What follows belongs to an exercise in optimizing a design on an open flow for small area, a short achievable clock period and few clock cycles per item; a production flow would make more cautious choices.
Function was checked by simulation only, so behaviour that the tests miss may differ from the original.
Power figures rest on the tool's default switching activity, not on a simulated workload.

==> flow/design.v <==
module inone_rx (
    input  wire        clk,
    input  wire        rst,           
    input  wire        cmd_valid,
    output wire        cmd_ready,
    input  wire [1:0]  cmd_op,
    input  wire [7:0]  cmd_byte,
    input  wire [31:0] now,           
    output wire        rearm,         
    output wire [5:0]  cursor,
    output wire        raw_ready,
    output wire        pkt_ready,
    output wire [2:0]  outcome,
    output wire [3:0]  lastlen,
    output wire [71:0] last_frame     
);
    localparam OP_APPEND = 2'd0;
    localparam OP_POLL   = 2'd1;
    localparam OP_GET    = 2'd2;
    localparam OC_OK     = 3'd1;
    localparam OC_MAN1   = 3'd2;
    localparam OC_FRM1   = 3'd3;
    localparam OC_LCLASS = 3'd4;
    localparam OC_MAN2   = 3'd5;
    localparam OC_FRM2   = 3'd6;
    localparam OC_CRC    = 3'd7;
    localparam [31:0] RESYNC_MS = 32'd600;
    localparam [7:0]  CRC_POLY  = 8'h8C;
    reg [5:0]  cursor_q;
    reg [31:0] lastact_q;
    reg        raw_ready_q;
    reg        pkt_ready_q;
    reg [2:0]  outcome_q;
    reg [3:0]  lastlen_q;
    reg [71:0] frame_q;
    reg        rearm_q;
    reg        wait_q;        
    reg        tmo_q;         
    reg [91:0] d;
    reg [15:0] e1;            
    reg [22:15] e2;           
    reg [4:0]  cnt;           
    reg [7:0]  crc;
    reg        done;
    reg        done2;         
    reg        ok_q;
    reg        run;           
    assign cmd_ready  = ~(wait_q | tmo_q);
    assign rearm      = rearm_q;
    assign cursor     = cursor_q;
    assign raw_ready  = raw_ready_q;
    assign pkt_ready  = pkt_ready_q;
    assign outcome    = outcome_q;
    assign lastlen    = lastlen_q;
    assign last_frame = frame_q;
    wire accept    = cmd_valid && !wait_q && !tmo_q;
    wire do_append = accept && cmd_op == OP_APPEND;
    wire do_poll   = accept && cmd_op == OP_POLL;
    wire do_get    = accept && cmd_op == OP_GET;
    reg  [3:0] st_bit;        
    reg  [1:0] st_err;        
    reg        pend_q;        
    always @(posedge clk) begin
        st_bit    <= {cmd_byte[1], cmd_byte[3], cmd_byte[5], cmd_byte[7]};
        st_err[0] <= (cmd_byte[7] ~^ cmd_byte[6]) | (cmd_byte[5] ~^ cmd_byte[4]);
        st_err[1] <= (cmd_byte[3] ~^ cmd_byte[2]) | (cmd_byte[1] ~^ cmd_byte[0]);
        pend_q    <= !rst && do_append && cursor_q <= 6'd22;
    end
    genvar k;
    generate
        for (k = 0; k < 23; k = k + 1) begin : g_store
            wire we = pend_q && cursor_q == k + 1;
            if (k == 0) begin : g_b0
                always @(posedge clk)
                    if (we) begin
                        d[3:2] <= st_bit[3:2];
                        e1[0]  <= st_err[1];
                    end
            end else if (k < 15) begin : g_b1
                always @(posedge clk)
                    if (we) begin
                        d[4*k +: 4] <= st_bit;
                        e1[k]       <= |st_err;
                    end
            end else if (k == 15) begin : g_b15
                always @(posedge clk)
                    if (we) begin
                        d[63:60] <= st_bit;
                        e1[15]   <= st_err[0];
                        e2[15]   <= st_err[1];
                    end
            end else begin : g_b2
                always @(posedge clk)
                    if (we) begin
                        d[4*k +: 4] <= st_bit;
                        e2[k]       <= |st_err;
                    end
            end
        end
    endgenerate
    wire [1:0] cls = {d[51], d[50]};              
    wire man1 = |e1;
    reg  frm1;
    reg  frm2;
    integer g;
    always @(*) begin
        frm1 = 1'b0;
        for (g = 0; g < 12; g = g + 1)
            if (!d[5*g + 2]) frm1 = 1'b1;
        frm2 = 1'b0;
        for (g = 0; g < 6; g = g + 1)
            if (!d[5*g + 62] && (cls[1] || (cls[0] && g < 2))) frm2 = 1'b1;
    end
    wire man2 = ((cls != 2'd0) && (|e2[17:15])) || (cls[1] && (|e2[22:18]));
    reg [2:0] oc;
    always @(*) begin
        if (man1)              oc = OC_MAN1;
        else if (frm1)         oc = OC_FRM1;
        else if (cls == 2'd3)  oc = OC_LCLASS;
        else if (man2)         oc = OC_MAN2;
        else if (frm2)         oc = OC_FRM2;
        else if (crc != 8'd0)  oc = OC_CRC;
        else                   oc = OC_OK;
    end
    wire ok = (oc == OC_OK);
    reg [71:0] fr;
    always @(*)
        for (g = 0; g < 18; g = g + 1)
            fr[4*g +: 4] = d[5*g + 3 +: 4];
    wire [3:0] flen = cls[1] ? 4'd9 : cls[0] ? 4'd7 : 4'd6;
    reg  [3:0] nib;                               
    always @(posedge clk) nib <= fr[{cnt, 2'b00} +: 4];
    reg  [7:0] crc_nxt;
    integer q;
    always @(*) begin
        crc_nxt = crc;
        for (q = 0; q < 4; q = q + 1)
            crc_nxt = (crc_nxt >> 1) ^ ((crc_nxt[0] ^ nib[q]) ? CRC_POLY : 8'h00);
    end
    wire [4:0] last = cls[1] ? 5'd17 : cls[0] ? 5'd13 : 5'd11;
    wire restart = pend_q;
    always @(posedge clk) begin
        if (rst || restart) begin
            cnt  <= 5'd0;
            crc  <= 8'd0;
            run  <= 1'b0;
            done <= 1'b0;
        end else if (!done) begin
            cnt <= cnt + 5'd1;
            run <= 1'b1;
            if (run) crc <= crc_nxt;
            if (cnt == last + 5'd1) done <= 1'b1;
        end
        done2 <= done && !rst && !restart;
        ok_q  <= ok;
    end
    wire rdy = done2 && !pend_q;
    function automatic le10;                      
        input [9:0] a, b;
        integer i;
        begin
            le10 = 1'b1;
            for (i = 0; i < 10; i = i + 1)
                le10 = (~a[i] & b[i]) | (~(a[i] ^ b[i]) & le10);
        end
    endfunction
    wire [9:0]  la_lo  = lastact_q[9:0];
    wire [21:0] la_hi  = lastact_q[31:10];
    wire [10:0] w_lo   = {1'b0, la_lo} + 11'd600;
    reg  [21:0] cy;
    integer ci;
    always @(*) begin
        cy[0] = 1'b1;
        for (ci = 1; ci < 22; ci = ci + 1)
            cy[ci] = cy[ci - 1] & la_hi[ci - 1];
    end
    wire [21:0] hx     = now[31:10] ^ la_hi;
    reg         hi0_q, hi1_q;                           
    reg         bor_q, lew_q;                           
    always @(posedge clk) begin
        hi0_q <= (hx == 22'd0);
        hi1_q <= (hx == cy);
        bor_q <= !le10(la_lo, now[9:0]);
        lew_q <= le10(now[9:0], w_lo[9:0]);
    end
    wire        lo_ok  = bor_q ? (w_lo[10] && lew_q) : (w_lo[10] || lew_q);
    wire        hi_ok  = bor_q ? hi1_q : hi0_q;
    wire        recent = hi_ok && lo_ok;
    wire commit = ((do_poll && raw_ready_q) || wait_q) && rdy;
    wire pre_ok  = !wait_q && !tmo_q && raw_ready_q && rdy && ok_q;
    wire late_ok = wait_q && rdy && ok_q;
    wire is_poll = cmd_valid && !cmd_op[1] && cmd_op[0];
    wire fen     = (is_poll && pre_ok) || late_ok;
    always @(posedge clk) begin
        if (rst) begin
            frame_q[47:0] <= 48'd0;
            lastlen_q     <= 4'd0;
        end else if (fen) begin
            frame_q[47:0] <= fr[47:0];
            lastlen_q     <= flen;
        end
        if (rst || (fen && cls == 2'd0))
            frame_q[55:48] <= 8'd0;
        else if (fen)
            frame_q[55:48] <= fr[55:48];
        if (rst || (fen && cls != 2'd2))
            frame_q[71:56] <= 16'd0;
        else if (fen)
            frame_q[71:56] <= fr[71:56];
    end
    always @(posedge clk) begin
        if (do_append)
            lastact_q <= now;
    end
    always @(posedge clk) begin
        if (rst) begin
            cursor_q    <= 6'd0;
            raw_ready_q <= 1'b0;
            pkt_ready_q <= 1'b0;
            outcome_q   <= 3'd0;
            rearm_q     <= 1'b0;
            wait_q      <= 1'b0;
            tmo_q       <= 1'b0;
        end else begin
            rearm_q <= 1'b0;
            if (do_append) begin
                if (cursor_q == 6'd59) begin
                    cursor_q    <= 6'd0;
                    raw_ready_q <= 1'b1;
                    rearm_q     <= 1'b1;
                end else begin
                    cursor_q <= cursor_q + 6'd1;
                end
            end
            if (do_poll) begin
                if (cursor_q != 6'd0)
                    tmo_q <= 1'b1;
                if (raw_ready_q) begin
                    raw_ready_q <= 1'b0;
                    if (!rdy) wait_q <= 1'b1;
                end
            end
            if (tmo_q) begin
                tmo_q <= 1'b0;
                if (!recent) begin
                    cursor_q <= 6'd0;
                    rearm_q  <= 1'b1;
                end
            end
            if (do_get)
                pkt_ready_q <= 1'b0;
            if (commit) begin
                wait_q    <= 1'b0;
                outcome_q <= oc;
                if (ok_q)
                    pkt_ready_q <= 1'b1;
            end
        end
    end
endmodule
==> flow/flow/run.sh <==
#!/bin/bash
# The standard layout (standard.sh), with the port buffers made as
# sky130_fd_sc_hd__buf_2 instead of the cell buffer_ports picks by itself.
set -euo pipefail
export BUFFER_PORTS_ARGS="-buffer_cell sky130_fd_sc_hd__buf_2"
export SETUP_SLACK_MARGIN=6.5
bash standard.sh > standard.log 2>&1
==> flow/standard.sh <==
#!/bin/bash
# synth_recipe.tcl (not shown) runs the flow's synth.tcl, then flattens the netlist and writes it again
# the make line also repeats each setting of config.mk as NAME=value (left out here)
make -C /OpenROAD-flow-scripts/flow DESIGN_CONFIG=/design/flow/config.mk WORK_HOME=/design/flow/orfs CLKGATE_MAP_FILE= SYNTH_SCRIPT=/design/flow/synth_recipe.tcl "${@:-finish}"
==> flow/config.mk <==
export PLATFORM = sky130hd
export DESIGN_NAME = inone_rx
export DESIGN_NICKNAME = inone_rx
export VERILOG_FILES = /design/flow/design.v
export SDC_FILE = /design/flow/constraint.sdc
export NUM_CORES = 4
export LEC_CHECK = 0
export CAP_MARGIN = 20
export CORE_MARGIN = 2
export CORE_UTILIZATION = 40
export CTS_BUF_LIST = sky130_fd_sc_hd__clkbuf_8
export CTS_CLUSTER_DIAMETER = 60
export CTS_CLUSTER_SIZE = 14
export SLEW_MARGIN = 20
==> flow/constraint.sdc <==
create_clock -name core_clock -period 10.0 [get_ports {clk}]
set_input_delay 2.0000 -clock core_clock [delete_from_list [all_inputs] [get_ports {clk}]]
set_output_delay 2.0000 -clock core_clock [all_outputs]
set_load 0.01 [all_outputs]
==> run summary, run 1 <==
* Final Hold Slack at 452 ps
* Tot GR Track Use at 17.0%
* Area grow syn2layout at 13.5%
* Worst-path maximum fanout at 12
* DRC viols at 0
* Final Critical Period at 3370 ps
* WP data arrival at 1370 ps
* Post-synthesis mux area share at 4.84%
* Post-synth EDFFs at 146
* Via count at 7219
* Startpoint types: register
* Final nets at 1124
* Comb pwr share at 7.7%
* R2R setup slack at 7680 ps
* Hold Violations, Final at 0
* Ratio of final minimum period to clock period at 33.7%
* Die Span X at 169 um
* Seq/Total Area, Yosys at 62.0%
* CTS Hold Bufs at 0
* Post-Synth Simple-Gate Area at 14.4%
* Sw frac at 23.9%
* Clock share of power at 33.9%
* Crit path buf inv count at 1
* Seq cells post-synth at 266
* TritonCTS clock tree: yes
* Pwr dens at 165 mW/mm2
* DR pass1 iterations at 5
* Mean Syn Cell Area at 11.8 um2
* Top FF cell, synth: edfxtp_1
* Cell at the slowest stage of the critical path: dfxtp_1
* Synthesized area at 0.0110 mm2
* R2r startpoint: cnt[1]$_SDFFE_PP0N_
* Post-synthesis xor/xnor area fraction at 4.72%
* Post-synth ARST share at 0%
* Syn Nets at 1001
* Hold wc startpoint: frame_q[51]$_SDFFE_PP0P_
* Hold crit path type: register to register
* CP peak stage delay at 590 ps
* Flop pwr share at 58.4%
* First-pass GRT wire length at 38.5 mm
* Clock skew at 36.3 ps
* Clock tree root buffer cell: clkbuf_8
* Largest family of logic cells by synthesized area: simple AND/OR/NAND/NOR gates
* Pins Over Slew Limit at 0
* Initial DRC Count at 550
* Share of the synthesized area in the top cell type at 40.0%
* Top Ports at 134
* Cell row count at 60
* TritonCTS Buffers at 26
* Leakage at 0.00458 uW
* CP Data Required Time at 8000 ps
* Ratio of cells with drive above 1 in the final layout at 20.3%
* Maximum root-to-sink buffer count at 3
* Hold path cells at 2
* Detailed-route wire length at 24.2 mm
* Placer Congestion at 0.821
* Crit path capture type: output port
* Number of distinct library cells after synthesis at 60
* CP cell instances: buf_2
* Antenna cells at 0
* Cell family with most CP delay: flip-flops
* Synth Area in Adders at 2.74%
* Largest area contributor in the netlist: edfxtp_1
* Setup TNS at 0 ps
* Final setup violation count at 0
* Drt via density at 5.10
* Final ANT Viol Nets at 0
* Die Height at 169 um
* Global route overflow at 0
* Max-cap violations at 0
* Outcome: complete, no violations
* Largest net degree at the start of global routing at 78
* Setup CP Type: register to output port
* Initial core utilization at 40.6%
* FMAX at 297 MHz
* Worst R2R Path Depth at 4
* WL/cell at 17.1 um
* Post-Syn Instances at 932
* Initial antenna violation count at 0
* Fillcell total at 2544
* Least-Margin Pin Slew at 1070 ps
* Clock-pin slew on the worst setup and hold paths at 90 ps
* Clock Latency Late Sink at 580 ps
* Die area at 0.0287 mm2
* Number of global-route vias before repair at 7079
* Peak VDD IR at 0.000110 V
* Compound-cell area share of the yosys netlist at 8.26%
* Internal cell power at 1560 uW
* Top post-synthesis cells by area: edfxtp_1 (40%), dfxtp_1 (22%), nand2_1 (6.0%)
* H-tree depth at 1
* Setup bufs post-CTS at 0
* Synthesis Warnings at 1
* DP HPWL at 17.4 mm
* CTS sink count at 266
* Relative slew slack at 28.3%
* Core ar. at 0.0270 mm2
* IO buf count at 133
* NetSw at 491 uW
* Hold path endpoint: frame_q[51]$_SDFFE_PP0P_
* Unrepaired setup endpoints after global routing: true
* RR Endpoint: nib[3]$_DFF_P_
layout make-up:
class                   instances  area [um2]  share of cell area, %
well taps                     341         427                   3.43
clock buffers                  27         372                   2.99
inverters                      29         109                  0.876
clock inverters                20         161                   1.30
multi-input cells             594        3850                   31.0
repair buffers                138         723                   5.82
flip-flops and latches        266        6790                   54.6
cells by family after synthesis:
kind of cell | Yosys count
xor gates and xnor gates | 59
buffers and inverters | 72
muxes | 28
adders and majority gates | 24
DFF | 266
and+or+nand+nor | 336
AOI/OAI and AO/OA | 147
sequential cells by signal (all words and copies together), names as in the netlist, 2 cells and up:
signal and count:
st_err 2, st_bit 4, nib 4, frame_q 72
outcome_q 3, crc 8, e1 16, e2 8
lastlen_q 2, cursor_q 6, cnt 5, lastact_q 32
d 90
power by group through the flow:
stage	sequential (uW)	clock, uW	combinational (uW)
final	1200	694	158
after floorplan	1210	0	121
after global placement	1220	0	157
after CTS	1200	717	159
after global routing	1200	758	177
after detailed placement	1220	0	158
timing repair:
item / in CTS / in global routing
pin swaps: 0 / 0
cloned: 0 / 0
resized for setup: 4 / 5
endpoints found under the setup margin: 74 / 74
metrics by stage:
step | instances | total power, uW | cell area (um2) | worst slack, ps | util, %
global route | 1415 | 2140 | 12400 | 6480 | 46.1
finish | 1415 | 2050 | 12400 | 6630 | 46.1
detailed placement | 1368 | 1380 | 11900 | 5300 | 44.0
floorplan | 932 | 1330 | 11000 | 6590 | -
CTS | 1415 | 2070 | 12400 | 6550 | 46.1
global placement | 1368 | 1380 | 11900 | 5360 | 44.0
worst max path at each step:
| stage | from | endpoint | cells after the start |
|---|---|---|---|
| after floorplan | cmd_op[1] | cursor_q[0]$_SDFF_PP0_ | 6 |
| after global placement | cmd_op[1] | frame_q[71]$_SDFFE_PP0P_ | 8 |
| after detailed placement | cmd_op[1] | frame_q[71]$_SDFFE_PP0P_ | 8 |
| after CTS | cmd_op[1] | lastlen_q[0]$_SDFFE_PP0P_ | 8 |
| after global routing | cmd_op[1] | frame_q[24]$_SDFFE_PP0P_ | 8 |
| final | cursor_q[2]$_SDFF_PP0_ | cursor[2] | 1 |
metal layers:
| metal | up-vias | GRT usage [%] | share of wire (%) |
|---|---|---|---|
| met5 | - | 0 | 0 |
| met4 | 0 | 3.60 | 1.7 |
| met3 | 32 | 3.15 | 5.7 |
| met2 | 183 | 27.5 | 46 |
| met1 | 3459 | 23.9 | 47 |
| li1 | 3545 | - | - |
Yosys cell counts (3+ instances only):
| cell type | instances |
|---|---|
| or3_1 | 4 |
| ha_1 | 24 |
| mux2i_1 | 8 |
| nor3_1 | 12 |
| buf_2 | 7 |
| buf_6 | 4 |
| and4_1 | 3 |
| o22ai_1 | 5 |
| nand3b_1 | 4 |
| dfxtp_1 | 120 |
| a211oi_1 | 8 |
| a31oi_1 | 8 |
| and3_1 | 6 |
| a21oi_1 | 79 |
| and2_1 | 9 |
| nand4_1 | 11 |
| clkbuf_1 | 23 |
| inv_1 | 29 |
| o21ai_0 | 6 |
| xnor2_1 | 37 |
| nand2_1 | 175 |
| mux4_2 | 20 |
| nand3_1 | 5 |
| nor4_1 | 10 |
| o21a_1 | 6 |
| nor2_1 | 63 |
| o211ai_1 | 3 |
| a21oi_2 | 10 |
| edfxtp_1 | 146 |
| xor2_1 | 22 |
| a21o_1 | 5 |
| buf_4 | 8 |
| o21ai_1 | 3 |
| nand2b_1 | 12 |
| nor2b_1 | 5 |
layout by cell type, fill, tap and decap left out, drive strengths merged, types with 13 or more instances in the layout:
| cell type | netlist | final |
|---|---|---|
| edfxtp | 146 | 146 |
| a21oi | 89 | 89 |
| buf | 20 | 138 |
| clkbuf | 23 | 27 |
| nand2 | 176 | 176 |
| xor2 | 22 | 22 |
| nor3 | 13 | 13 |
| xnor2 | 37 | 37 |
| inv | 29 | 43 |
| nor2 | 63 | 63 |
| dfxtp | 120 | 120 |
| ha | 24 | 24 |
| mux4 | 20 | 20 |
Testbench counts, summed over its fixed seeds: cycles 15,779, blocks 256.
==> run 2, diff against run 1 <==
--- a/flow/flow/run.sh
+++ b/flow/flow/run.sh
@@ -5,3 +5,3 @@
 export BUFFER_PORTS_ARGS="-buffer_cell sky130_fd_sc_hd__buf_2"
-export SETUP_SLACK_MARGIN=6.5
+export SETUP_SLACK_MARGIN=6.8
 bash standard.sh > standard.log 2>&1
==> run 2 against run 1 <==
Against the previous run:
- still clean on timing, DRC and antenna
- sequential share of layout area shrank 0.58 points
- first-iteration DRC count is 6.0% lower
- cell count rose by 0.71%
- wire length rose by 2.5%
- synthesized cell count is the same
- critical endpoint is now cmd_ready
==> run summary, run 2 <==
* H-tree depth at 1 (unchanged)
* Via count at 7321 (was 7219)
* CTS sink count at 266 (unchanged)
* Post-synth ARST share at 0% (unchanged)
* Seq/Total Area, Yosys at 62.0% (unchanged)
* Pwr dens at 162 mW/mm2 (was 165 mW/mm2)
* Internal cell power at 1550 uW (was 1560 uW)
* Most common cell after layout, fill and taps aside: nand2_1 (unchanged)
* Setup TNS at 0 ps (unchanged)
* Antenna cells at 0 (unchanged)
* Synthesized area at 0.0110 mm2 (unchanged)
* Top FF cell, synth: edfxtp_1 (unchanged)
* First-pass GRT wire length at 38.3 mm (was 38.5 mm)
* Clock skew at 18.5 ps (was 36.3 ps)
* Final Critical Period at 3170 ps (was 3370 ps)
* Count leader, synth: nand2_1 (unchanged)
* Detailed-route wire length at 24.8 mm (was 24.2 mm)
* Final ANT Viol Nets at 0 (unchanged)
* CP cell instances: nor2_4, buf_6 (was buf_2)
* Post-synth EDFFs at 146 (unchanged)
* Clock Latency Late Sink at 570 ps (was 580 ps)
* NetSw at 493 uW (was 491 uW)
* WP data arrival at 1170 ps (was 1370 ps)
* Unrepaired setup endpoints after global routing: true (unchanged)
* Syn Nets at 1001 (unchanged)
* Drt via density at 5.14 (was 5.10)
* Top Ports at 134 (unchanged)
* Initial DRC Count at 517 (was 550)
* Comb pwr share at 7.8% (was 7.7%)
* Leakage at 0.00469 uW (was 0.00458 uW)
* Fillcell total at 2579 (was 2544)
* DP HPWL at 17.4 mm (about the same)
* Synthesis Warnings at 1 (unchanged)
* Hold crit path type: register to register (unchanged)
* FMAX at 315 MHz (was 297 MHz)
* Initial core utilization at 40.6% (unchanged)
* Ratio of cells with drive above 1 in the final layout at 22.5% (was 20.3%)
* Most frequent cells in the layout: nand2_1 (174), edfxtp_1 (146), buf_2 (132) (was nand2_1 (175), edfxtp_1 (146), buf_2 (133))
* Initial antenna violation count at 0 (unchanged)
* Final Util at 46.8% (was 46.1%)
* Relative slew slack at 33.0% (was 28.3%)
* Largest registers: d x90, frame_q x72, lastact_q x32 (unchanged)
* Largest area contributor in the netlist: edfxtp_1 (unchanged)
* Die Height at 169 um (unchanged)
* Pins Over Slew Limit at 0 (unchanged)
* Final setup violation count at 0 (unchanged)
* TritonCTS clock tree: yes (unchanged)
* Largest net degree at the start of global routing at 78 (unchanged)
* Number of global-route vias before repair at 6987 (was 7079)
* Top cells by count, synth: nand2_1 (175), edfxtp_1 (146), dfxtp_1 (120), a21oi_1 (79), nor2_1 (63) (unchanged)
* Design area at 0.0126 mm2 (was 0.0124 mm2)
* Core ar. at 0.0270 mm2 (unchanged)
* Number of distinct library cells after synthesis at 60 (unchanged)
* DRC viols at 0 (unchanged)
* Ratio of final minimum period to clock period at 31.7% (was 33.7%)
* Least-Margin Pin Slew at 997 ps (was 1070 ps)
* Crit path capture type: output port (unchanged)
* Die Span X at 169 um (unchanged)
* Clock share of power at 33.6% (was 33.9%)
* Flop pwr share at 58.6% (was 58.4%)
* Worst-path maximum fanout at 2 (was 12)
* Max reg flops at 90 (unchanged)
* Maximum root-to-sink buffer count at 3 (unchanged)
* Seq cells post-synth at 266 (unchanged)
* R2R setup slack at 7640 ps (was 7680 ps)
* WL/cell at 17.4 um (was 17.1 um)
* Setup CP Type: register to output port (unchanged)
* Post-Syn Instances at 932 (unchanged)
* IO buf count at 133 (unchanged)
* Clock-pin slew on the worst setup and hold paths at 90 ps (about the same)
* Share of the synthesized area in the top cell type at 40.0% (unchanged)
* TritonCTS Buffers at 26 (unchanged)
* Outcome: complete, no violations (unchanged)
* CP peak stage delay at 360 ps (was 590 ps)
* DR pass1 iterations at 5 (unchanged)
* Final nets at 1135 (was 1124)
* Startpoint types: register (unchanged)
* Clock tree root buffer cell: clkbuf_8 (unchanged)
* Area after DPL at 0.0119 mm2 (about the same)
* Global route overflow at 0 (unchanged)
* Placer Congestion at 0.833 (was 0.821)
* Most flops, register: d (unchanged)
* CP Data Required Time at 8000 ps (about the same)
* Die area at 0.0287 mm2 (unchanged)
* Area grow syn2layout at 15.1% (was 13.5%)
* Tot GR Track Use at 16.9% (was 17.0%)
* Max-cap violations at 0 (unchanged)
* Mean Syn Cell Area at 11.8 um2 (unchanged)
* Hold Violations, Final at 0 (unchanged)
* Sw frac at 24.2% (was 23.9%)
* Cell row count at 60 (unchanged)
* Top post-synthesis cells by area: edfxtp_1 (40%), dfxtp_1 (22%), nand2_1 (6.0%) (unchanged)
* Peak VDD IR at 0.000108 V (was 0.000110 V)
* Cell at the slowest stage of the critical path: dfxtp_4 (was dfxtp_1)
==> run 2: cell types whose count changed in the layout (fill, tap and decap cells not counted), sizes merged <==
| cell | previous run | this run |
|---|---|---|
| buf | 138 | 147 |
| bufinv | 2 | 1 |
| inv | 43 | 42 |
| a21o | 5 | 6 |
| clkbuf | 27 | 30 |
| clkinv | 4 | 3 |
==> run 2: cell families after synthesis <==
| kind of cell | synth area share, % |
|---|---|
| buffers and inverters | 3.10 |
| flip-flops | 62.0 |
| AO/OA/AOI/OAI | 8.26 |
| XOR/XNOR | 4.72 |
| AND/OR/NAND/NOR | 14.4 |
| adder cells (fa/ha/maj) | 2.74 |
| multiplexers | 4.84 |
==> run 2: cell type report <==
cell class | instances | area (um2) | area share [%]
sequential | 266 | 6810 | 54.0
multi-input combinational | 595 | 3910 | 31.0
timing repair buffer | 148 | 827 | 6.56
tap | 341 | 427 | 3.38
clock buffer | 29 | 399 | 3.17
clock inverter | 17 | 125 | 0.993
inverter | 29 | 109 | 0.864
==> run 2: power by group through the flow <==
| stage | Combinational (uW) | Sequential (uW) | Clock [uW] |
|---|---|---|---|
| final | 159 | 1200 | 685 |
| after floorplan | 123 | 1210 | 0 |
| after global routing | 178 | 1200 | 745 |
| after CTS | 160 | 1200 | 709 |
| after detailed placement | 159 | 1220 | 0 |
| after global placement | 157 | 1220 | 0 |
==> run 2: path summary, 6_finish.rpt <==
check,start,end,depth (start not counted)
min reg2reg,frame_q[20]$_SDFFE_PP0P_,frame_q[20]$_SDFFE_PP0P_,2
max reg2reg,cnt[1]$_SDFFE_PP0N_,nib[3]$_DFF_P_,4
min,frame_q[20]$_SDFFE_PP0P_,frame_q[20]$_SDFFE_PP0P_,2
max,tmo_q$_SDFF_PP0_,cmd_ready,2
==> run 2: repair_timing <==
action                     in CTS  in global routing
hold buffers                    0                  0
gates resized for setup        23                  7
setup endpoints to repair      81                 78
gates cloned                    0                  2
pin swaps                       1                  1
setup buffers                   4                  4
==> run 2: metal layers <==
metal / global-route usage (%) / vias to the layer above / wire length (um)
li1: - / 3566 / -
met1: 23.9 / 3521 / 11500
met2: 27.1 / 201 / 11300
met3: 3.29 / 33 / 1430
met4: 3.98 / 0 / 489
met5: 0 / - / 0
==> run 2: worst max-delay path: cells and delay by family, from the launching register on <==
family	cells	cell delay (ps)
flip-flops	1	360
AND/OR/NAND/NOR	1	140
buffers and inverters	1	120
==> run 2: through the flow <==
step	cells	hold slack (ps)	power, uW	setup slack [ps]
after floorplan	932	400	1330	6650
after global placement	1369	440	1380	5360
after detailed placement	1369	444	1380	5290
after CTS	1419	456	2070	6800
after global routing	1425	471	2120	6770
final	1425	452	2040	6830
==> run 3, diff against run 2 <==
==> flow/flow/run.sh (replaced) <==
#!/bin/bash
# The standard layout (standard.sh), with the port buffers made as
# sky130_fd_sc_hd__buf_1 instead of the cell buffer_ports picks by itself.
set -euo pipefail
export BUFFER_PORTS_ARGS="-buffer_cell sky130_fd_sc_hd__buf_1"
export SETUP_SLACK_MARGIN=6.5
bash standard.sh > standard.log 2>&1
==> run 3 against run 2 <==
Against the previous run:
- still clean
- synthesized cell count did not move
- combinational power fell by 3%
- non-clock buffer count down 9
- highest routed layer unchanged
==> run summary, run 3 <==
* TritonCTS Buffers at 26 (unchanged)
* Die area at 0.0287 mm2 (unchanged)
* DR pass1 iterations at 4 (was 5)
* Clock-pin slew on the worst setup and hold paths at 80 ps (was 90 ps)
* Final ANT Viol Nets at 0 (unchanged)
* Detailed-route wire length at 24.5 mm (was 24.8 mm)
* R2R setup slack at 7620 ps (was 7640 ps)
* DP HPWL at 17.4 mm (about the same)
* Global route overflow at 0 (unchanged)
* Initial core utilization at 40.6% (unchanged)
* Least-Margin Pin Slew at 1080 ps (was 997 ps)
* TritonCTS clock tree: yes (unchanged)
* Largest registers: d x90, frame_q x72, lastact_q x32 (unchanged)
* Drt via density at 5.11 (was 5.14)
* Crit path capture type: output port (unchanged)
* Most frequent cells in the layout: nand2_1 (175), edfxtp_1 (146), buf_1 (132) (was nand2_1 (174), edfxtp_1 (146), buf_2 (132))
* Worst-path maximum fanout at 4 (was 2)
* Count leader, synth: nand2_1 (unchanged)
* Core ar. at 0.0270 mm2 (unchanged)
* Area grow syn2layout at 11.8% (was 15.1%)
* Fillcell total at 2524 (was 2579)
* CTS Hold Bufs at 0 (unchanged)
* Initial antenna violation count at 0 (unchanged)
* Relative slew slack at 27.5% (was 33.0%)
* Pwr dens at 166 mW/mm2 (was 162 mW/mm2)
* Top FF cell, synth: edfxtp_1 (unchanged)
* Mean Syn Cell Area at 11.8 um2 (unchanged)
* Outcome: complete, no violations (unchanged)
* DRC viols at 0 (unchanged)
* Leakage at 0.00407 uW (was 0.00469 uW)
* Unrepaired setup endpoints after global routing: false (was true)
* Pins Over Slew Limit at 0 (unchanged)
* CTS sink count at 266 (unchanged)
* Hold path endpoint: frame_q[24]$_SDFFE_PP0P_ (was frame_q[20]$_SDFFE_PP0P_)
* Clock tree root buffer cell: clkbuf_8 (unchanged)
* Initial DRC Count at 456 (was 517)
* RR Endpoint: nib[3]$_DFF_P_ (unchanged)
* Seq cells post-synth at 266 (unchanged)
* Post-synth ARST share at 0% (unchanged)
* Max-cap violations at 0 (unchanged)
* Worst R2R Path Depth at 4 (unchanged)
* Hold path cells at 2 (unchanged)
* Synthesis Warnings at 1 (unchanged)
* Post-synthesis mux area share at 4.84% (unchanged)
* Power Total at 2030 uW (was 2040 uW)
* Ratio of cells with drive above 1 in the final layout at 7.82% (was 22.5%)
* R2r startpoint: cnt[1]$_SDFFE_PP0N_ (unchanged)
* Hold crit path type: register to register (unchanged)
* Number of global-route vias before repair at 7050 (was 6987)
* Post-synth EDFFs at 146 (unchanged)
* Placer Congestion at 0.842 (was 0.833)
* Die Height at 169 um (unchanged)
* DP Cell Count at 1368 (was 1369)
* Ratio of final minimum period to clock period at 34.1% (was 31.7%)
* Via count at 7235 (was 7321)
* Most common cell after layout, fill and taps aside: nand2_1 (unchanged)
* Number of distinct library cells after synthesis at 60 (unchanged)
* H-tree depth at 1 (unchanged)
* Post-synthesis xor/xnor area fraction at 4.72% (unchanged)
* Syn Nets at 1001 (unchanged)
* Largest net degree at the start of global routing at 78 (unchanged)
* WP data arrival at 1410 ps (was 1170 ps)
* Peak VDD IR at 0.0000825 V (was 0.000108 V)
* Post-Synth Simple-Gate Area at 14.4% (unchanged)
* Largest area contributor in the netlist: edfxtp_1 (unchanged)
* Final Hold Slack at 454 ps (was 452 ps)
* Final setup violation count at 0 (unchanged)
* Most flops, register: d (unchanged)
* Clock Latency Late Sink at 570 ps (about the same)
* Setup TNS at 0 ps (unchanged)
* Maximum root-to-sink buffer count at 3 (unchanged)
* Clock skew at 20.0 ps (was 18.5 ps)
* First-pass GRT wire length at 39.1 mm (was 38.3 mm)
* Top cells by count, synth: nand2_1 (175), edfxtp_1 (146), dfxtp_1 (120), a21oi_1 (79), nor2_1 (63) (unchanged)
* Die Span X at 169 um (unchanged)
* Startpoint types: register (unchanged)
* Seq/Total Area, Yosys at 62.0% (unchanged)
* Final Critical Period at 3410 ps (was 3170 ps)
* Share of the synthesized area in the top cell type at 40.0% (unchanged)
* Synthesized area at 0.0110 mm2 (unchanged)
* Max reg flops at 90 (unchanged)
* Setup CP Type: register to output port (unchanged)
* Hold wc startpoint: frame_q[24]$_SDFFE_PP0P_ (was frame_q[20]$_SDFFE_PP0P_)
* Cell row count at 60 (unchanged)
* Synth Area in Adders at 2.74% (unchanged)
* Compound-cell area share of the yosys netlist at 8.26% (unchanged)
* Antenna cells at 0 (unchanged)
* Fin cells at 1415 (was 1425)
* Top Ports at 134 (unchanged)
* Post-Syn Instances at 932 (unchanged)
* Top post-synthesis cells by area: edfxtp_1 (40%), dfxtp_1 (22%), nand2_1 (6.0%) (unchanged)
* CP Data Required Time at 8000 ps (about the same)
* IO buf count at 133 (unchanged)
* Final nets at 1125 (was 1135)
* Largest family of logic cells by synthesized area: simple AND/OR/NAND/NOR gates (unchanged)
* WL/cell at 17.3 um (was 17.4 um)
* FMAX at 293 MHz (was 315 MHz)
* Tot GR Track Use at 17.3% (was 16.9%)
* Hold Violations, Final at 0 (unchanged)
[run 3: cell count changes in the layout (fill, tap and decap cells not counted), moves of 3 or more]
cell	before	now
buf_1	0	132
dfxtp_1	111	120
inv_1	37	40
buf_4	12	3
dfxtp_2	5	0
dfxtp_4	4	0
buf_2	132	0
[run 3: timing repair]
| action | 4_1_cts | 5_1_grt |
|---|---|---|
| gates cloned | 0 | 0 |
| pin swaps | 0 | 0 |
| buffers inserted | 0 | 1 |
| resized for setup | 5 | 3 |
| endpoints found under the setup margin | 74 | 78 |
[run 3: how the worst max path moves through the flow]
stage	cells after the start	endpoint	start	slack (ps)
final	2	cmd_ready	tmo_q$_SDFF_PP0_	6590
after global routing	1	cursor[2]	cursor_q[2]$_SDFF_PP0_	6530
after CTS	2	cmd_ready	tmo_q$_SDFF_PP0_	6580
after detailed placement	8	frame_q[60]$_SDFFE_PP0P_	cmd_op[0]	5300
after global placement	8	frame_q[58]$_SDFFE_PP0P_	cmd_op[0]	5340
after floorplan	6	cursor_q[0]$_SDFF_PP0_	cmd_op[1]	6590
[run 3: critical path, cell delays in order, from the launching register on]
cell	delay (ps)
dfxtp_1	370
nor2_1	280
buf_1	190
[run 3: kinds of logic after synthesis]
| group | Yosys count |
|---|---|
| AOI/OAI and AO/OA | 147 |
| and+or+nand+nor | 336 |
| buffers and inverters | 72 |
| muxes | 28 |
| DFF | 266 |
| adders and majority gates | 24 |
| xor gates and xnor gates | 59 |
[run 3: layout make-up]
cell class	count	area (um2)	share of cell area, %
inverters	29	109	0.889
flip-flops and latches	266	6790	55.4
clock inverters	19	135	1.10
clock buffers	27	372	3.03
multi-input cells	594	3850	31.5
well taps	341	427	3.48
repair buffers	139	566	4.62
[run 3: metal layers]
layer | part of all wire, % | global-route usage, % | up-vias | wire length (um)
li1 | - | - | 3535 | -
met2 | 46 | 28.1 | 190 | 11400
met4 | 1.9 | 3.90 | 0 | 474
met5 | 0 | 0 | - | 0
met1 | 46 | 24.3 | 3477 | 11400
met3 | 5.6 | 3.15 | 33 | 1370
[run 3: where the power goes]
group          internal (uW)  switching, uW  total, uW  leakage, uW
registers               1170           27.6       1200      0.00231
clock network            287            388        676     0.000301
logic                   73.4           80.2        154      0.00146
total                   1530            496       2030      0.00407
[run 3: per-stage QoR]
stage,cell area [um2],setup slack (ps),util (%)
after detailed placement,11700,5300,43.4
after global routing,12200,6530,45.4
after CTS,12200,6580,45.4
after floorplan,11000,6590,-
final,12200,6590,45.4
after global placement,11700,5340,43.4
==> run 4, diff against run 3 <==
--- a/flow/flow/run.sh
+++ b/flow/flow/run.sh
@@ -5,3 +5,3 @@
 export BUFFER_PORTS_ARGS="-buffer_cell sky130_fd_sc_hd__buf_1"
-export SETUP_SLACK_MARGIN=6.5
+export SETUP_SLACK_MARGIN=7.1
 bash standard.sh > standard.log 2>&1
==> run 4 against run 3 <==
Against the previous run:
- critical path type unchanged
- clock power about the same
- sequential share of layout area is 6.1 points lower
- highest routed layer unchanged
- area after synthesis is the same
- power grew 0.48%
- global-route usage is 2.1 points higher
==> run summary, run 4 <==
* Clock-pin slew on the worst setup and hold paths at 90 ps (was 80 ps)
* Seq/Total Area, Yosys at 62.0% (unchanged)
* CTS Hold Bufs at 0 (unchanged)
* CTS sink count at 266 (unchanged)
* Cell row count at 60 (unchanged)
* WP data arrival at 1190 ps (was 1410 ps)
* Outcome: complete, no violations (unchanged)
* Top post-synthesis cells by area: edfxtp_1 (40%), dfxtp_1 (22%), nand2_1 (6.0%) (unchanged)
* Tot GR Track Use at 19.4% (was 17.3%)
* Least-Margin Pin Slew at 1190 ps (was 1080 ps)
* Startpoint types: register (unchanged)
* Post-synth EDFFs at 146 (unchanged)
* Mean Syn Cell Area at 11.8 um2 (unchanged)
* Cell family with most CP delay: flip-flops (unchanged)
* Hold crit path type: register to register (unchanged)
* Number of global-route vias before repair at 7487 (was 7050)
* Die Height at 169 um (unchanged)
* Drt via density at 5.35 (was 5.11)
* H-tree depth at 1 (unchanged)
* Clock tree root buffer cell: clkbuf_8 (unchanged)
* Clock skew at 19.8 ps (was 20.0 ps)
* Largest registers: d x90, frame_q x72, lastact_q x32 (unchanged)
* Die Span X at 169 um (unchanged)
* FMAX at 314 MHz (was 293 MHz)
* Peak VDD IR at 0.000106 V (was 0.0000825 V)
* DRC viols at 0 (unchanged)
* DR pass1 iterations at 5 (was 4)
* Final WS setup at 6810 ps (was 6590 ps)
* Antenna cells at 0 (unchanged)
* Die area at 0.0287 mm2 (unchanged)
* Core ar. at 0.0270 mm2 (unchanged)
* First-pass GRT wire length at 42.9 mm (was 39.1 mm)
* Max-cap violations at 0 (unchanged)
* Largest area contributor in the netlist: edfxtp_1 (unchanged)
* DP HPWL at 17.5 mm (was 17.4 mm)
* M3 GR Usage at 2.92% (was 3.15%)
* Seq cells post-synth at 266 (unchanged)
* Top cells by count, synth: nand2_1 (175), edfxtp_1 (146), dfxtp_1 (120), a21oi_1 (79), nor2_1 (63) (unchanged)
* Share of the synthesized area in the top cell type at 40.0% (unchanged)
* TritonCTS Buffers at 27 (was 26)
* Count leader, synth: nand2_1 (unchanged)
* Post-synth ARST share at 0% (unchanged)
* Most common cell after layout, fill and taps aside: nand2_1 (unchanged)
* Via count at 7939 (was 7235)
* Final nets at 1193 (was 1125)
* IO buf count at 133 (unchanged)
* Worst-path maximum fanout at 3 (was 4)
* CP Data Required Time at 8000 ps (about the same)
* Initial antenna violation count at 0 (unchanged)
* Most flops, register: d (unchanged)
* Final Util at 52.1% (was 45.4%)
* Ratio of final minimum period to clock period at 31.9% (was 34.1%)
* Final Critical Period at 3190 ps (was 3410 ps)
* Maximum root-to-sink buffer count at 3 (unchanged)
* CP peak stage delay at 370 ps (about the same)
* Global route overflow at 0 (unchanged)
* Synthesis Warnings at 1 (unchanged)
* Met2 Usage GRT at 32.4% (was 28.1%)
* Post-placement setup slack at 5590 ps (was 5300 ps)
* Post-Syn Instances at 932 (unchanged)
* Global route hottest layer: met2 (unchanged)
* Initial core utilization at 40.6% (unchanged)
* Top FF cell, synth: edfxtp_1 (unchanged)
* Crit path capture type: output port (unchanged)
* Ratio of cells with drive above 1 in the final layout at 31.2% (was 7.82%)
* Final ANT Viol Nets at 0 (unchanged)
* Initial DRC Count at 563 (was 456)
* Detailed-route wire length at 28.6 mm (was 24.5 mm)
* Number of distinct library cells after synthesis at 60 (unchanged)
* GR Util met1 at 26.4% (was 24.3%)
* Leakage at 0.00504 uW (was 0.00407 uW)
* Area grow syn2layout at 28.3% (was 11.8%)
* Setup CP Type: register to output port (unchanged)
* Syn Nets at 1001 (unchanged)
* Final setup violation count at 0 (unchanged)
* Placer Congestion at 0.857 (was 0.842)
* Final Hold Slack at 463 ps (was 454 ps)
* Crit path buf inv count at 1 (unchanged)
* Synthesized area at 0.0110 mm2 (unchanged)
* Clock Latency Late Sink at 570 ps (about the same)
* Most frequent cells in the layout: nand2_1 (174), edfxtp_1 (146), buf_6 (95) (was nand2_1 (175), edfxtp_1 (146), buf_1 (132))
* Top Ports at 134 (unchanged)
* Pins Over Slew Limit at 0 (unchanged)
* Unrepaired setup endpoints after global routing: true (was false)
* CP cell instances: nor2_4, buf_6 (was nor2_1, buf_1)
* Setup TNS at 0 ps (unchanged)
* WL/cell at 19.3 um (was 17.3 um)
* Max reg flops at 90 (unchanged)
* Pwr dens at 145 mW/mm2 (was 166 mW/mm2)
* Relative slew slack at 20.6% (was 27.5%)
* Cell at the slowest stage of the critical path: dfxtp_2 (was dfxtp_1)
* TritonCTS clock tree: yes (unchanged)
* Hold Violations, Final at 0 (unchanged)
* Largest net degree at the start of global routing at 65 (was 78)
run 4: cell counts after synthesis:
No cell type changed its count.
run 4: final cells by class:
class / instances / area (um2)
fill: 2318 / 12900
multi-input combinational: 609 / 4220
tap: 341 / 427
clock buffer: 29 / 399
clock inverter: 19 / 128
inverter: 29 / 116
sequential: 266 / 6920
timing repair buffer: 191 / 1840
run 4: repair_timing:
action,CTS,global route
buffers inserted,22,23
resized for setup,317,21
setup endpoints to repair,165,168
endpoints found under the hold margin,0,0
pin swaps,3,5
cloned,18,5
run 4: worst min-delay path, stage by stage (launching register included):
cell and delay [ps]:
dfxtp_2 330, nand2_1 50, a21oi_1 50
run 4: stage by stage:
step	instance area [um2]	cells	power [uW]
after floorplan	11200	932	1340
after global placement	11800	1368	1380
after detailed placement	11800	1368	1380
after CTS	13700	1456	2060
after global routing	14000	1484	2120
final	14000	1484	2040
run 4: per-layer routing:
metal / vias up / part of all wire (%)
met5: - / 0
li1: 3714 / -
met2: 306 / 47
met1: 3867 / 43
met3: 52 / 6.8
met4: 0 / 2.7
run 4: kinds of logic (layout without fill, tap and decap cells):
kind of cell	count (synthesis)	count (layout)	synth area share (%)
muxes	28	28	4.84
and+or+nand+nor	336	350	14.4
xor gates and xnor gates	59	59	4.72
AOI/OAI and AO/OA	147	148	8.26
buffers and inverters	72	268	3.10
DFF	266	266	62.0
adders and majority gates	24	24	2.74
run 4: final timing paths:
check / cells past startpoint / slack (ps) / startpoint / to
hold reg to reg: 2 / 460 / frame_q[25]$_SDFFE_PP0P_ / frame_q[25]$_SDFFE_PP0P_
setup / recovery: 2 / 6810 / wait_q$_SDFFE_PP0P_ / cmd_ready
hold / removal: 2 / 460 / frame_q[25]$_SDFFE_PP0P_ / frame_q[25]$_SDFFE_PP0P_
setup reg to reg: 4 / 7600 / cnt[1]$_SDFFE_PP0N_ / nib[3]$_DFF_P_
run 4: where the power goes:
part	switching [uW]	internal, uW
sequential	28.2	1170
combinational	85.5	79.5
clock	395	282
==> run 5, diff against run 4 <==
--- a/flow/flow/run.sh
+++ b/flow/flow/run.sh
@@ -5,3 +5,3 @@
 export BUFFER_PORTS_ARGS="-buffer_cell sky130_fd_sc_hd__buf_1"
-export SETUP_SLACK_MARGIN=7.1
+export SETUP_SLACK_MARGIN=6.8
 bash standard.sh > standard.log 2>&1
==> run 5 against run 4 <==
Against the previous run:
- still clean
- clock skew up 39 ps
- global-route usage down 2.3 points
- non-clock buffer count down 44
- wire length down 13%
- area after synthesis unchanged
- largest power group unchanged
- highest routed layer unchanged
==> run summary, run 5 <==
* Most frequent cells in the layout: nand2_1 (174), edfxtp_1 (146), buf_1 (122) (was nand2_1 (174), edfxtp_1 (146), buf_6 (95))
* CP Data Required Time at 8000 ps (about the same)
* Hold path endpoint: frame_q[15]$_SDFFE_PP0P_ (was frame_q[25]$_SDFFE_PP0P_)
* Post-synthesis xor/xnor area fraction at 4.72% (unchanged)
* Core ar. at 0.0270 mm2 (unchanged)
* Compound-cell area share of the yosys netlist at 8.26% (unchanged)
* Top Ports at 134 (unchanged)
* Antenna cells at 0 (unchanged)
* Hold path cells at 2 (unchanged)
* Worst-path maximum fanout at 2 (was 3)
* Area after DPL at 0.0117 mm2 (was 0.0118 mm2)
* Post-Syn Instances at 932 (unchanged)
* Clock share of power at 32.5% (was 33.2%)
* Largest net degree at the start of global routing at 79 (was 65)
* WL/cell at 17.6 um (was 19.3 um)
* Final nets at 1133 (was 1193)
* Clock-pin slew on the worst setup and hold paths at 90 ps (about the same)
* Peak VDD IR at 0.000111 V (was 0.000106 V)
* WP data arrival at 1190 ps (about the same)
* Share of the synthesized area in the top cell type at 40.0% (unchanged)
* Initial antenna violation count at 0 (unchanged)
* DR WL met2 at 11.6 mm (was 13.6 mm)
* Max-cap violations at 0 (unchanged)
* Post-synthesis mux area share at 4.84% (unchanged)
* Seq/Total Area, Yosys at 62.0% (unchanged)
* Least-Margin Pin Slew at 1090 ps (was 1190 ps)
* Drt via density at 5.16 (was 5.35)
* Detailed-route wire length at 25.0 mm (was 28.6 mm)
* Most common cell after layout, fill and taps aside: nand2_1 (unchanged)
* IO buf count at 133 (unchanged)
* Post-synth ARST share at 0% (unchanged)
* Startpoint types: register (unchanged)
* Clock Latency Late Sink at 600 ps (was 570 ps)
* Comb pwr share at 7.8% (was 8.1%)
* TritonCTS Buffers at 25 (was 27)
* Top cells by count, synth: nand2_1 (175), edfxtp_1 (146), dfxtp_1 (120), a21oi_1 (79), nor2_1 (63) (unchanged)
* Outcome: complete, no violations (unchanged)
* Internal cell power at 1520 uW (was 1530 uW)
* Tot GR Track Use at 17.1% (was 19.4%)
* Setup TNS at 0 ps (unchanged)
* DP Cell Count at 1369 (was 1368)
* Leakage at 0.00420 uW (was 0.00504 uW)
* Top FF cell, synth: edfxtp_1 (unchanged)
* First-pass GRT wire length at 38.6 mm (was 42.9 mm)
* Max reg flops at 90 (unchanged)
* Die Height at 169 um (unchanged)
* Via count at 7328 (was 7939)
* NetSw at 484 uW (was 508 uW)
* Pins Over Slew Limit at 0 (unchanged)
* RR Endpoint: nib[3]$_DFF_P_ (unchanged)
* Ratio of cells with drive above 1 in the final layout at 10.9% (was 31.2%)
* Final ANT Viol Nets at 0 (unchanged)
* Top Metal Used: met4 (unchanged)
* Die Span X at 169 um (unchanged)
* Post-synth EDFFs at 146 (unchanged)
* Clock tree root buffer cell: clkbuf_8 (unchanged)
* R2R setup slack at 7590 ps (was 7600 ps)
* Synthesis Warnings at 1 (unchanged)
* Initial core utilization at 40.6% (unchanged)
* Maximum root-to-sink buffer count at 3 (unchanged)
* Flop pwr share at 59.7% (was 58.7%)
* Synthesized area at 0.0110 mm2 (unchanged)
* Post-Synth Simple-Gate Area at 14.4% (unchanged)
* Pwr dens at 161 mW/mm2 (was 145 mW/mm2)
* CTS sink count at 266 (unchanged)
* Largest area contributor in the netlist: edfxtp_1 (unchanged)
* DRC viols at 0 (unchanged)
* Unrepaired setup endpoints after global routing: true (unchanged)
* Sw frac at 24.2% (was 25.0%)
* Number of global-route vias before repair at 7080 (was 7487)
* Final Util at 46.1% (was 52.1%)
* Most flops, register: d (unchanged)
* Worst R2R Path Depth at 4 (unchanged)
* Fin cells at 1421 (was 1484)
* Initial DRC Count at 416 (was 563)
* Crit path capture type: output port (unchanged)
* DR pass1 iterations at 5 (unchanged)
* DP HPWL at 17.4 mm (was 17.5 mm)
* Hold Violations, Final at 0 (unchanged)
* DRT met1 WL at 11.2 mm (was 12.3 mm)
* Clock skew at 58.4 ps (was 19.8 ps)
* Count leader, synth: nand2_1 (unchanged)
* Cell row count at 60 (unchanged)
* Synth Area in Adders at 2.74% (unchanged)
* FMAX at 314 MHz (about the same)
* Final setup violation count at 0 (unchanged)
* Relative slew slack at 27.0% (was 20.6%)
* Syn Nets at 1001 (unchanged)
* Placer Congestion at 0.834 (was 0.857)
* Seq cells post-synth at 266 (unchanged)
* Area grow syn2layout at 13.4% (was 28.3%)
* R2r startpoint: cnt[1]$_SDFFE_PP0N_ (unchanged)
* Hold crit path type: register to register (unchanged)
* Die area at 0.0287 mm2 (unchanged)
* H-tree depth at 1 (unchanged)
* Largest family of logic cells by synthesized area: simple AND/OR/NAND/NOR gates (unchanged)
* Global route overflow at 0 (unchanged)
* Setup CP Type: register to output port (unchanged)
* Mean Syn Cell Area at 11.8 um2 (unchanged)
* Ratio of final minimum period to clock period at 31.9% (about the same)
* Hold wc startpoint: frame_q[15]$_SDFFE_PP0P_ (was frame_q[25]$_SDFFE_PP0P_)
* Largest registers: d x90, frame_q x72, lastact_q x32 (unchanged)
* Number of distinct library cells after synthesis at 60 (unchanged)
* Final Critical Period at 3190 ps (about the same)
* Power Total at 2000 uW (was 2040 uW)
* TritonCTS clock tree: yes (unchanged)
* Detail Route met3 WL at 1.81 mm (was 1.93 mm)
* Design area at 0.0124 mm2 (was 0.0140 mm2)
* Top post-synthesis cells by area: edfxtp_1 (40%), dfxtp_1 (22%), nand2_1 (6.0%) (unchanged)
-- run 5: changes by cell type in the layout (fill, tap and decap cells not counted), moves of 7 or more --
cell and change:
buf_6 -94, buf_1 +82, dfxtp_1 +77, dfxtp_2 -70
buf_4 -31, and2_4 -11, dfxtp_4 -7
-- run 5: per-layer routing --
layer	GRT usage [%]	vias to the layer above
met5	0	-
met4	3.94	0
met3	3.36	29
met2	27.6	240
met1	24.1	3495
li1	-	3564
-- run 5: how the worst max path moves through the flow --
stage / to / from
6_report: cmd_ready / tmo_q$_SDFF_PP0_
4_1_cts: cmd_ready / tmo_q$_SDFF_PP0_
3_3_place_gp: frame_q[71]$_SDFFE_PP0P_ / cmd_op[0]
3_5_place_dp: frame_q[56]$_SDFFE_PP0P_ / cmd_op[0]
2_1_floorplan: frame_q[61]$_SDFFE_PP0P_ / cmd_op[1]
5_1_grt: cmd_ready / tmo_q$_SDFF_PP0_
-- run 5: timing repair --
| action | CTS | global route |
|---|---|---|
| hold buffers | 0 | 0 |
| gates cloned | 1 | 2 |
| buffers inserted | 3 | 3 |
| resized for setup | 31 | 11 |
| setup endpoints to repair | 83 | 70 |
| pin swaps | 2 | 0 |
-- run 5: area by class of cell --
cell class	count	area [um2]
Sequential cell	266	6810
Clock inverter	17	123
Inverter	29	109
Clock buffer	26	358
Fill cell	2541	14500
Tap cell	341	427
Multi-Input combinational cell	595	3910
Timing Repair Buffer	147	684
-- run 5: power groups by stage --
stage,combinational (uW),clock (uW),sequential [uW]
6_report,156,651,1200
5_1_grt,173,711,1200
4_1_cts,157,674,1200
3_5_place_dp,154,0,1220
3_3_place_gp,154,0,1220
2_1_floorplan,123,0,1210
-- run 5: cell families (layout without fill, tap and decap cells) --
kind of cell	Yosys count	count (layout)
XOR/XNOR	59	59
buffers and inverters	72	219
adder cells (fa/ha/maj)	24	24
AO/OA/AOI/OAI	147	148
AND/OR/NAND/NOR	336	336
multiplexers	28	28
flip-flops	266	266
-- run 5: stage by stage --
step	worst slack, ps	hold slack [ps]
after floorplan	6650	400
after global placement	5300	442
after detailed placement	5210	447
after CTS	6790	459
after global routing	6760	475
final	6810	456
-- run 5: critical path, cell delays in order (launching register included) --
cell	delay, ps
dfxtp_4	360
nor2_4	150
buf_6	120
==> run 6, diff against run 5 <==
--- a/flow/design.v
+++ b/flow/design.v
@@ -38,2 +38,3 @@
     reg        tmo_q;         
+    reg        ready_q;       
     reg [91:0] d;
@@ -47,3 +48,3 @@
     reg        run;           
-    assign cmd_ready  = ~(wait_q | tmo_q);
+    assign cmd_ready  = ready_q;
     assign rearm      = rearm_q;
@@ -55,3 +56,3 @@
     assign last_frame = frame_q;
-    wire accept    = cmd_valid && !wait_q && !tmo_q;
+    wire accept    = cmd_valid && ready_q;
     wire do_append = accept && cmd_op == OP_APPEND;
@@ -189,3 +190,4 @@
     wire commit = ((do_poll && raw_ready_q) || wait_q) && rdy;
-    wire pre_ok  = !wait_q && !tmo_q && raw_ready_q && rdy && ok_q;
+    reg  pre_q;               
+    wire pre_ok  = pre_q;
     wire late_ok = wait_q && rdy && ok_q;
@@ -214,2 +216,12 @@
     end
+    wire tmo_d  = do_poll && cursor_q != 6'd0;
+    wire wait_d = ((do_poll && raw_ready_q) || wait_q) && !rdy;
+    always @(posedge clk)
+        ready_q <= rst || !(tmo_d || wait_d);
+    wire raw_d   = !rst && ((do_append && cursor_q == 6'd59) ||
+                            (raw_ready_q && !do_poll));
+    wire done2_d = done && !rst && !restart;
+    wire pend_d  = !rst && do_append && cursor_q <= 6'd22;
+    always @(posedge clk)
+        pre_q <= !(tmo_d || wait_d) && raw_d && done2_d && !pend_d && ok;
     always @(posedge clk) begin
==> run 6 against run 5 <==
Against the previous run:
- count of clock-buffer cells in the layout increased by 2
- setup slack improved by 38 ps
- largest cell class unchanged
- die area rose by 1.0%
- largest power group unchanged
- clock power rose by 21%
- sequential power hardly changed
==> run summary, run 6 <==
* Final setup violation count at 0 (unchanged)
* Most flops, register: d (unchanged)
* Die area at 0.0290 mm2 (was 0.0287 mm2)
* Peak VDD IR at 0.000123 V (was 0.000111 V)
* DRC viols at 0 (unchanged)
* Top post-synthesis cells by area: edfxtp_1 (40%), dfxtp_1 (22%), nand2_1 (5.6%) (was edfxtp_1 (40%), dfxtp_1 (22%), nand2_1 (6.0%))
* Post-synth ARST share at 0% (unchanged)
* Hold Violations, Final at 0 (unchanged)
* Cell row count at 60 (unchanged)
* Clock skew at 44.9 ps (was 58.4 ps)
* Maximum root-to-sink buffer count at 3 (unchanged)
* Die Span X at 170 um (was 169 um)
* Seq/Total Area, Yosys at 61.7% (was 62.0%)
* Area grow syn2layout at 14.1% (was 13.4%)
* Hold path cells at 1 (was 2)
* Cell at the slowest stage of the critical path: dfxtp_1 (was dfxtp_4)
* CTS sink count at 268 (was 266)
* Final Util at 46.6% (was 46.1%)
* Core ar. at 0.0271 mm2 (was 0.0270 mm2)
* RR Endpoint: nib[3]$_DFF_P_ (unchanged)
* Ratio of cells with drive above 1 in the final layout at 9.76% (was 10.9%)
* Outcome: complete, no violations (unchanged)
* Number of distinct library cells after synthesis at 65 (was 60)
* Share of the synthesized area in the top cell type at 39.6% (was 40.0%)
* TritonCTS clock tree: yes (unchanged)
* TritonCTS Buffers at 26 (was 25)
* Most common cell after layout, fill and taps aside: nand2_1 (unchanged)
* Initial antenna violation count at 0 (unchanged)
* Tot GR Track Use at 17.6% (was 17.1%)
* Largest registers: d x90, frame_q x72, lastact_q x32 (unchanged)
* Setup CP Type: register to output port (unchanged)
* Startpoint types: register (unchanged)
* Detailed-route wire length at 25.3 mm (was 25.0 mm)
* Max reg flops at 90 (unchanged)
* Syn Nets at 1033 (was 1001)
* Cell family with most CP delay: flip-flops (unchanged)
* WP data arrival at 1150 ps (was 1190 ps)
* Via count at 7492 (was 7328)
* Leakage at 0.00421 uW (was 0.00420 uW)
* Synthesized area at 0.0111 mm2 (was 0.0110 mm2)
* R2R setup slack at 7600 ps (was 7590 ps)
* Top cells by count, synth: nand2_1 (165), edfxtp_1 (146), dfxtp_1 (122), a21oi_1 (84), nor2_1 (66) (was nand2_1 (175), edfxtp_1 (146), dfxtp_1 (120), a21oi_1 (79), nor2_1 (63))
* CP cell instances: buf_1 (was nor2_4, buf_6)
* IO buf count at 133 (unchanged)
* Antenna cells at 0 (unchanged)
* DR pass1 iterations at 5 (unchanged)
* Unrepaired setup endpoints after global routing: false (was true)
* Most frequent cells in the layout: nand2_1 (163), edfxtp_1 (146), buf_1 (122) (was nand2_1 (174), edfxtp_1 (146), buf_1 (122))
* DP HPWL at 17.7 mm (was 17.4 mm)
* Hold wc startpoint: tmo_q$_SDFF_PP0_ (was frame_q[15]$_SDFFE_PP0P_)
* Crit path buf inv count at 1 (unchanged)
* Final nets at 1156 (was 1133)
* Top Ports at 134 (unchanged)
* Synthesis Warnings at 1 (unchanged)
* Critical path launch point: outcome_q[2]$_SDFFE_PP0P_ (was tmo_q$_SDFF_PP0_)
* Count leader, synth: nand2_1 (unchanged)
* R2r startpoint: cnt[1]$_SDFFE_PP0N_ (unchanged)
* Least-Margin Pin Slew at 1040 ps (was 1090 ps)
* Initial DRC Count at 473 (was 416)
* Ratio of final minimum period to clock period at 31.5% (was 31.9%)
* Setup TNS at 0 ps (unchanged)
* First-pass GRT wire length at 40.3 mm (was 38.6 mm)
* Largest area contributor in the netlist: edfxtp_1 (unchanged)
* Final Critical Period at 3150 ps (was 3190 ps)
* DP Cell Count at 1429 (was 1369)
* Relative slew slack at 30.5% (was 27.0%)
* Mean Syn Cell Area at 11.5 um2 (was 11.8 um2)
* Worst R2R Path Depth at 4 (unchanged)
* WL/cell at 17.1 um (was 17.6 um)
* CP peak stage delay at 350 ps (was 360 ps)
* Final ANT Viol Nets at 0 (unchanged)
* Clock Latency Late Sink at 590 ps (was 600 ps)
* Hold crit path type: register to register (unchanged)
* Fin cells at 1479 (was 1421)
* Number of global-route vias before repair at 7350 (was 7080)
* Clock tree root buffer cell: clkbuf_8 (unchanged)
* Largest net degree at the start of global routing at 80 (was 79)
* Hold path endpoint: tmo_q$_SDFF_PP0_ (was frame_q[15]$_SDFFE_PP0P_)
* Drt via density at 5.07 (was 5.16)
* Max-cap violations at 0 (unchanged)
* Placer Congestion at 0.773 (was 0.834)
* Top FF cell, synth: edfxtp_1 (unchanged)
* Crit path capture type: output port (unchanged)
* CP Data Required Time at 8000 ps (about the same)
* Pins Over Slew Limit at 0 (unchanged)
* Fillcell total at 2531 (was 2541)
* Final Hold Slack at 429 ps (was 456 ps)
* Die Height at 170 um (was 169 um)
* Post-synth EDFFs at 146 (unchanged)
* FMAX at 318 MHz (was 314 MHz)
* Clock-pin slew on the worst setup and hold paths at 90 ps (about the same)
* Global route overflow at 0 (unchanged)
* H-tree depth at 1 (unchanged)
* Seq cells post-synth at 268 (was 266)
* Post-Syn Instances at 964 (was 932)
* Pwr dens at 170 mW/mm2 (was 161 mW/mm2)
* Initial core utilization at 40.8% (was 40.6%)
* Worst-path maximum fanout at 2 (unchanged)
-- run 6: kinds of logic (layout without fill, tap and decap cells) --
kind of cell / count (synthesis) / count (layout) / share of synthesized area (%)
and+or+nand+nor: 365 / 365 / 15.6
DFF: 268 / 268 / 61.7
AOI/OAI and AO/OA: 149 / 149 / 8.09
buffers and inverters: 77 / 220 / 2.81
xor gates and xnor gates: 51 / 51 / 4.10
muxes: 30 / 30 / 4.98
adders and majority gates: 24 / 24 / 2.71
-- run 6: report_power, final --
group / internal [uW] / switching (uW) / leakage [uW]
logic: 73.9 / 77.1 / 0.00153
registers: 1180 / 28.9 / 0.00233
clock network: 396 / 391 / 0.000350
-- run 6: worst max-delay path by stage --
stage	cells past startpoint	slack, ps	end
finish	1	6850	outcome[2]
global route	1	6800	cursor[4]
detailed placement	6	6190	lastlen_q[0]$_SDFFE_PP0P_
CTS	1	6750	cursor[3]
floorplan	6	6270	cursor_q[0]$_SDFF_PP0_
global placement	6	6210	lastlen_q[0]$_SDFFE_PP0P_
-- run 6: per-stage QoR --
step	worst slack [ps]	cell area [um2]	total power (uW)
final	6850	12600	2140
after global routing	6800	12600	2230
after CTS	6750	12600	2170
after detailed placement	6190	11900	1380
after global placement	6210	11900	1380
after floorplan	6270	11100	1340
-- run 6: cell type report --
cell class | instances | area (um2) | area share [%]
flip-flops and latches | 268 | 6850 | 54.3
multi-input cells | 619 | 3990 | 31.6
repair buffers | 141 | 582 | 4.61
well taps | 372 | 465 | 3.69
clock buffers | 28 | 385 | 3.05
clock inverters | 20 | 233 | 1.84
inverters | 31 | 116 | 0.922
-- run 6: worst register-to-register path: stages (launching register included) --
cell     delay (ps)
dfxtp_1        1020
mux4_2          630
mux4_2          470
inv_1            80
o22ai_1          80
-- run 6: repair_timing --
item	in CTS	in global routing
hold buffers	0	0
gates resized for setup	18	11
setup buffers	1	1
endpoints found under the setup margin	11	42
-- run 6: layer usage --
layer	GRT usage, %	vias up	share of wire (%)
met5	0	-	0
met4	4.20	0	2.0
met3	3.07	36	5.2
met2	29.8	186	48
met1	23.8	3595	45
li1	-	3675	-
Testbench counts of run 6, summed over its fixed seeds: cycles 15,779, blocks 256.
==> run 7, diff against run 6 <==
--- a/flow/config.mk
+++ b/flow/config.mk
@@ -9,3 +9,3 @@
 export CORE_MARGIN = 2
-export CORE_UTILIZATION = 40
+export CORE_UTILIZATION = 55
 export CTS_BUF_LIST = sky130_fd_sc_hd__clkbuf_8
@@ -13,2 +13,3 @@
 export CTS_CLUSTER_SIZE = 14
+export PLACE_DENSITY = 0.7
 export SLEW_MARGIN = 20
==> run 7 against run 6 <==
Against the previous run:
- critical path depth unchanged
- clock skew shrank 15 ps
- die area down 27%
- sequential power hardly changed
- setup slack got worse by 7.4 ps
- highest routed layer unchanged
- cell area fell by 2.4%
==> run summary, run 7 <==
* Clock skew at 29.7 ps (was 44.9 ps)
* TritonCTS Buffers at 24 (was 26)
* FMAX at 317 MHz (was 318 MHz)
* H-tree depth at 1 (unchanged)
* Via count at 7560 (was 7492)
* Placer Congestion at 0.823 (was 0.773)
* Seq cells post-synth at 268 (unchanged)
* Most common cell after layout, fill and taps aside: nand2_1 (unchanged)
* Top cells by count, synth: nand2_1 (165), edfxtp_1 (146), dfxtp_1 (122), a21oi_1 (84), nor2_1 (66) (unchanged)
* Max-cap violations at 0 (unchanged)
* Max reg flops at 90 (unchanged)
* WL/cell at 17.6 um (was 17.1 um)
* Hold crit path type: register to register (unchanged)
* Unrepaired setup endpoints after global routing: true (was false)
* Cell at the slowest stage of the critical path: dfxtp_4 (was dfxtp_1)
* Fin cells at 1367 (was 1479)
* Top Ports at 134 (unchanged)
* Crit path buf inv count at 1 (unchanged)
* Pwr dens at 161 mW/mm2 (was 170 mW/mm2)
* Clock tree root buffer cell: clkbuf_8 (unchanged)
* Clock Latency Late Sink at 560 ps (was 590 ps)
* Largest registers: d x90, frame_q x72, lastact_q x32 (unchanged)
* Post-Syn Instances at 964 (unchanged)
* Cell family with most CP delay: flip-flops (unchanged)
* Share of the synthesized area in the top cell type at 39.6% (unchanged)
* Maximum root-to-sink buffer count at 3 (unchanged)
* Synthesized area at 0.0111 mm2 (unchanged)
* Post-synth ARST share at 0% (unchanged)
* DP Cell Count at 1321 (was 1429)
* Number of distinct library cells after synthesis at 65 (unchanged)
* Syn Nets at 1033 (unchanged)
* Final nets at 1153 (was 1156)
* Drt via density at 5.53 (was 5.07)
* Post-synth EDFFs at 146 (unchanged)
* Outcome: complete, no violations (unchanged)
* Least-Margin Pin Slew at 1110 ps (was 1040 ps)
* Seq/Total Area, Yosys at 61.7% (unchanged)
* Ratio of cells with drive above 1 in the final layout at 8.44% (was 9.76%)
* Number of global-route vias before repair at 7247 (was 7350)
* CP cell instances: clkbuf_2 (was buf_1)
* Cell row count at 51 (was 60)
* DR pass1 iterations at 5 (unchanged)
* Relative slew slack at 25.4% (was 30.5%)
* Mean Syn Cell Area at 11.5 um2 (unchanged)
* Die area at 0.0213 mm2 (was 0.0290 mm2)
* Startpoint types: register (unchanged)
* Core ar. at 0.0196 mm2 (was 0.0271 mm2)
* Worst-path maximum fanout at 12 (was 2)
* Tot GR Track Use at 22.0% (was 17.6%)
## run 7: worst paths after layout
kind	from	end	slack, ps	depth (start not counted)
setup reg to reg	cnt[1]$_SDFFE_PP0N_	nib[3]$_DFF_P_	7540	4
hold / removal	st_err[0]$_DFF_P_	e1[15]$_DFFE_PP_	410	0
hold reg to reg	st_err[0]$_DFF_P_	e1[15]$_DFFE_PP_	410	0
setup / recovery	cursor_q[2]$_SDFF_PP0_	cursor[2]	6840	1
## run 7: power by group
| group | internal, uW | switching [uW] |
|---|---|---|
| sequential | 1180 | 28.6 |
| clock | 270 | 359 |
| combinational | 74.1 | 79.1 |
| total | 1520 | 467 |
## run 7: worst register-to-register path, cell delays in order (launching register included)
cell	delay, ps
dfxtp_1	1050
mux4_2	640
mux4_2	500
inv_1	70
o22ai_1	80
## run 7: metal layers
metal | wire length (um) | part of all wire [%] | up-vias | GRT usage, %
li1 | - | - | 3672 | -
met1 | 10300 | 43 | 3617 | 29.9
met2 | 11700 | 49 | 233 | 37.1
met3 | 1510 | 6.3 | 38 | 3.89
met4 | 501 | 2.1 | 0 | 4.95
met5 | 0 | 0 | - | 0
## run 7: cells by family after synthesis
kind of cell	Yosys count	synth area share, %
AO/OA/AOI/OAI	149	8.09
XOR/XNOR	51	4.10
adder cells (fa/ha/maj)	24	2.71
buffers and inverters	77	2.81
flip-flops	268	61.7
multiplexers	30	4.98
AND/OR/NAND/NOR	365	15.6
## run 7: stage by stage
stage                     utilization, %  cell area (um2)  setup WS (ps)  hold slack [ps]
after global routing                62.9            12300           6780              413
after CTS                           62.7            12300           6770              413
after global placement              60.2            11800           6230              409
after detailed placement            60.2            11800           6180              414
after floorplan                        -            11100           6270              399
final                               62.9            12300           6840              411
## run 7: final cells by class
cell class	count	area, um2	area share, %
multi-input combinational	619	3990	32.4
clock inverter	18	109	0.883
inverter	31	116	0.944
sequential	268	6850	55.6
tap	265	332	2.69
timing repair buffer	140	573	4.65
clock buffer	26	358	2.90
## run 7: timing repair
action	CTS	global route
resized for setup	13	9
buffers inserted	0	1
endpoints found under the setup margin	16	14
hold buffers	0	0

what the ideal ports hide:
In the flow no input, the clock included, has a driving cell. The finished layouts below were timed again as built, in two steps.
Step 1 sets driving cells, clkbuf_16 on the clock port and buf_2 on the other inputs (assumed; they add their load-dependent delay and slew).
Step 2 also shifts input and output timing later by t, the mid clock arrival at the registers, as if the neighbouring blocks saw the same clock.
a / b / c = no drivers / after step 1 / after step 2; a / b = the first two.
| run | t (ns) | setup WS [ns] |
|---|---|---|
| run 1 | 0.597 | 6.632 / 6.592 / 6.086 |
| run 2 | 0.600 | 6.826 / 6.784 / 6.326 |
| run 3 | 0.603 | 6.590 / 6.551 / 6.150 |
| run 4 | 0.598 | 6.813 / 6.774 / 6.371 |
| run 5 | 0.609 | 6.814 / 6.773 / 6.331 |
| run 6 | 0.611 | 6.851 / 6.809 / 6.371 |
| run 7 | 0.583 | 6.844 / 6.803 / 6.349 |
After both steps setup and hold are still met in every run listed.
